What follows belongs to an exercise in optimizing a design on an open flow for small area, a short achievable clock period and few clock cycles; a production flow would make more cautious choices.
The RTL was checked by simulation tests, not by an equivalence proof against the original design.
Power is estimated from default activity; no workload was simulated.

## 01-06
## megacode_core
module megacode_core (
    input  wire        clk,
    input  wire        rst,         
    input  wire [31:0] cmd_data,
    input  wire        cmd_valid,
    output wire        cmd_ready,
    output reg  [63:0] rec_data,
    output reg         rec_valid,
    input  wire        rec_ready
);
export LEC_CHECK = 0
export CAP_MARGIN = 20
export CORE_MARGIN = 2
export CORE_UTILIZATION = 40
export PLACE_DENSITY = 0.6
export SLEW_MARGIN = 20
create_clock -name core_clock -period 17.0 [get_ports {clk}]
standard.sh (not shown) runs the stock make flow with config.mk's settings and CLKGATE_MAP_FILE= SYNTH_SCRIPT=/design/flow/synth_recipe.tcl, a recipe that flattens the netlist after the stock synthesis.
==> flow/flow/run.sh <==
#!/bin/bash
# Standard ORFS layout, with repair_timing aiming well below the 17 ns clock
# (the setup margin) and plain buf_2 cells as the port buffers.
set -euo pipefail
bash standard.sh SETUP_SLACK_MARGIN=12.5 "BUFFER_PORTS_ARGS=-buffer_cell sky130_fd_sc_hd__buf_2" finish > flow_make.log 2>&1
Testbench counts of 01-06, summed over its fixed seeds: cycles 1,080,735.
> inputs changed (01-06 -> 10-11)
-- flow/design.v --
<<< 01-06, line 135
    wire      maybe_sample = cmd_data[29] && cmd_data[28];
    always @(posedge clk) begin
        if (!(state == S_CALC || (cv && (!proc || c_setrate)))) begin
            cw       <= cmd_data;
            d_sample <= (cmd_data[31:16] == 16'h3000);
>>> 10-11, line 135
    wire      maybe_sample = cmd_data[29] && cmd_data[28];
    always @(posedge clk) begin
        if (crdy) begin
            cw       <= cmd_data;
            d_sample <= (cmd_data[31:16] == 16'h3000);
<<< 01-06, line 149
    end
    always @(posedge clk) begin
        if (rst) crdy <= 1'b0;
        else crdy <= (nstate == S_IDLE) && !rv_next && !reset_all
                     && !(t11_small && fstep_next != 3'd0)
>>> 10-11, line 149
    end
    always @(posedge clk) begin
        if (rst) crdy <= 1'b1;
        else crdy <= (nstate == S_IDLE) && !rv_next && !reset_all
                     && !(t11_small && fstep_next != 3'd0)
Results
- Number of global-route vias before repair (lower): 01-06
- NOTE: share of final-layout standard cells stronger than drive strength 1 in 10-11 exceeds that of 01-06
- Summary of 10-11 over 01-06: total power went down; area of combinational cells with multiple inputs moved down; power in combinational cells fell about 0.8%.
Testbench counts of 10-11, summed over its fixed seeds: cycles 1,080,735.

---

Setup of T:
Another version of the RTL of megacode_core (not shown whole).
Size: about 2900 cells after synthesis, roughly 440 flip-flops, ~0.025 sq mm of cells after synthesis.
export LEC_CHECK = 0
export CAP_MARGIN = 20
export CORE_MARGIN = 2
export CORE_UTILIZATION = 40
export PLACE_DENSITY = 0.6
export SLEW_MARGIN = 20
create_clock -name core_clock -period 17.0 [get_ports {clk}]
Scripts as last shown in full above: flow/flow/run.sh
Testbench counts of T, summed over its fixed seeds: cycles 1,079,577.
diff inputs: T => P
--- a/flow/design.v
+++ b/flow/design.v
@@ -23,24 +23,26 @@
     reg        cv;
     reg        crdy;
     reg        d_sample, d_nz;          
     reg        rst_r, rcmd_r;           
     assign cmd_ready = crdy;
     reg [14:0] t11, t15;
     reg [16:0] t45, t75;
     reg [17:0] t105, t108;    
     reg        tex;           
     reg [2:0]  ck;
     reg [4:0]  cs;
     reg        cfirst;        
+    reg        dflt;          
+    localparam [23:0] RATE_DEFAULT = 24'd24000;
     reg        crb;           
     reg [IW-1:0] idx;
     reg          above;
     reg          bv, ev;
     reg [IW-1:0] sb;          
     reg [IW-1:0] sp;          
     reg [IW-1:0] gl;          
     reg [18:0]   tg_cnt;
     reg [22:0]   vbits;       
     reg          failed;
     reg          add_pend;
     reg [18:0]   fall_cnt;    
@@ -137,25 +139,25 @@
             d_nz     <= (cmd_data[13:0] != 14'd0);
         end
         if (rst) cv <= 1'b0;
         else if (crdy) cv <= cmd_valid;
         else if (proc) cv <= 1'b0;
     end
     always @(posedge clk) begin
         rst_r  <= rst;
         rcmd_r <= !rst && other && c_reset;
     end
     always @(posedge clk) begin
         if (rst) crdy <= 1'b1;
-        else crdy <= (nstate == S_IDLE) && !rv_next
+        else crdy <= (nstate == S_IDLE) && !rv_next && !reset_all
                      && !(crdy && cmd_valid && !maybe_sample)
                      && !(cv && !proc);
     end
     always @(posedge clk) begin
         tol   <= (rise && !bv) || emit_run ? (t11 != 15'd0) :
                  (do_samp ? pxd_lt : pxd_le);
         f_brk <= (g > {2'd0, t108}) || (tex && g == {2'd0, t108});
         f15   <= (g > {5'd0, t15});
         f45   <= (g > {3'd0, t45});
         f75   <= (g > {3'd0, t75});
         f105  <= (g > {2'd0, t105});
     end
@@ -196,35 +198,32 @@
         else if (f_done)
             rec_data <= {4'h5, 57'd0, fault, 1'b0};
         else if (ld) begin
             case (state)
                 S_GROUP: rec_data <= {4'h3, 28'd0, 13'd0, tg_cnt};
                 S_BDREC: rec_data <= failed ? {4'h2, 23'd0, vbits[4:0], 17'd0, cand_cnt}
                                             : {4'h1, 13'd0, vbits, 1'b1, vbits};
                 S_DIAG:  rec_data <= {4'h4, 1'b0, diag_id, 24'd0, 12'd0, diag_count};
                 default: rec_data <= {4'h5, 60'd0};
             endcase
         end
     end
+    wire [23:0] rsrc = (dflt && state == S_CALC) ? RATE_DEFAULT : cw[23:0];
     always @(posedge clk) begin
-        crb <= cw[5'd23 - (state == S_CALC ? (clast ? 5'd0 : cs + 1'b1) : 5'd0)];
-        if (reset_all) begin
-            t11   <= 15'd26;
-            t15   <= 15'd36;
-            t45   <= 17'd108;
-            t75   <= 17'd180;
-            t105  <= 18'd252;
-            t108  <= 18'd259;
-            tex   <= 1'b0;
-        end else if (state == S_IDLE && nstate == S_CALC) begin
+        if (reset_all)
+            crb <= RATE_DEFAULT[23];
+        else
+            crb <= rsrc[5'd23 - (state == S_CALC ? (clast ? 5'd0 : cs + 1'b1) : 5'd0)];
+        if (reset_all || (state == S_IDLE && nstate == S_CALC)) begin
+            dflt <= reset_all;
             ck <= 3'd0;
             cs <= 5'd0;
             clast <= 1'b0;
             cfirst <= 1'b1;
         end else if (state == S_CALC) begin
             cfirst <= clast;
             if (cfirst && ck == 3'd2) tex <= (sp[13:0] == 14'd0);
             if (clast) begin
                 case (ck)
                     3'd0:    t11  <= cqn[14:0];
                     3'd1:    t108 <= cqn;
                     3'd2:    t15  <= cqn[14:0];
@@ -247,25 +246,27 @@
             idx       <= {IW{1'b0}};
             above     <= 1'b0;
             bv        <= 1'b0;
             ev        <= 1'b0;
             tg_cnt    <= 19'd0;
             add_pend  <= 1'b0;
             fall_cnt  <= 19'd0;
             pulse_cnt <= 19'd0;
             group_cnt <= 19'd0;
             cand_cnt  <= 15'd0;
             value_cnt <= 15'd0;
             fault     <= 2'd0;
-            state     <= S_IDLE;
+            state     <= S_CALC;
+            gl        <= {IW{1'b0}};
+            sb[6:0]   <= 7'd11;
             ctx       <= CTX_RUN;
             diag_id   <= 3'd0;
         end else begin
             state <= nstate;
             if (f_ovf) fault[0] <= 1'b1;
             if (f_ill) fault[1] <= 1'b1;
             if (do_samp) begin
                 idx     <= idx + 1'b1;
                 idx_max <= (idx == IDX_MAX - 1'b1);
             end
             if (state == S_IDLE && nstate == S_CALC) begin
                 gl       <= {IW{1'b0}};
--- outcome ---
Max standard-cell row count across P and T: T. Summary: worst slack at placement, P worse than T. Against T, P reports a wire length after detailed routing that is lower. Total die area was lower in P than in T. [compare] base=T new=P: core utilization of the finished layout increased by 0.43 points relative to the old numbers; total power divided by cell area grew by 20 mW/mm^2. Sort P and T by proportion of cell area occupied by multi-input gates, descending, and T comes first. Via-per-instance ratio, P vs T: down slightly. Against T, P comes in 1.0% lower on unique cell type count in the Yosys netlist. Comparing the two runs side by side, P comes out ahead of T on total non-filler cell area in the finished layout. Top layer used by detailed routing: met5 -> P, met4 -> T. The number of sinks on the clock net of P and that of T are within noise of each other. Between P and T, the share of the clock period used by the worst path does not differ in any meaningful way. Power in P is about 18% above T.
Testbench counts of P, summed over its fixed seeds: cycles 1,080,729.

-- port drivers added, routing unchanged --
No port has a modelled driver above. Below, the same layouts with a new extraction and two added sets of constraints. Step 1 (the two cells are an assumption about what drives the block):
set clk [get_ports {clk}]
set_driving_cell -lib_cell sky130_fd_sc_hd__clkbuf_16 $clk
set_driving_cell -lib_cell sky130_fd_sc_hd__buf_2 [delete_from_list [all_inputs] $clk]
Step 2 times the ports against the registers' clock, not the clock port: input delays grow and output delays shrink by t, the midpoint of the rising clock arrivals with the driver on. a / b / c = no drivers / after step 1 / after step 2; a / b = the first two.
run	shift t [ns]	slack for setup (ns)	worst setup path after step 2	clock arrival spread, ns	worst data-port slew with drivers (ns)
01-06	0.654	12.511 / 12.450 / 12.143	input to register	0.018 / 0.018	0.06
10-11	0.653	12.525 / 12.465 / 12.488	input to register	0.042 / 0.041	0.07
T	0.657	12.411 / 12.348 / 12.723	input to register	0.031 / 0.031	0.04
P	0.658	12.416 / 12.352 / 12.177	input to register	0.042 / 0.042	0.12
After both steps every run listed still meets setup and hold. The setup slack of 01-06, which loses most, moves by -0.061 ns with the drivers and by -0.368 ns with both steps.
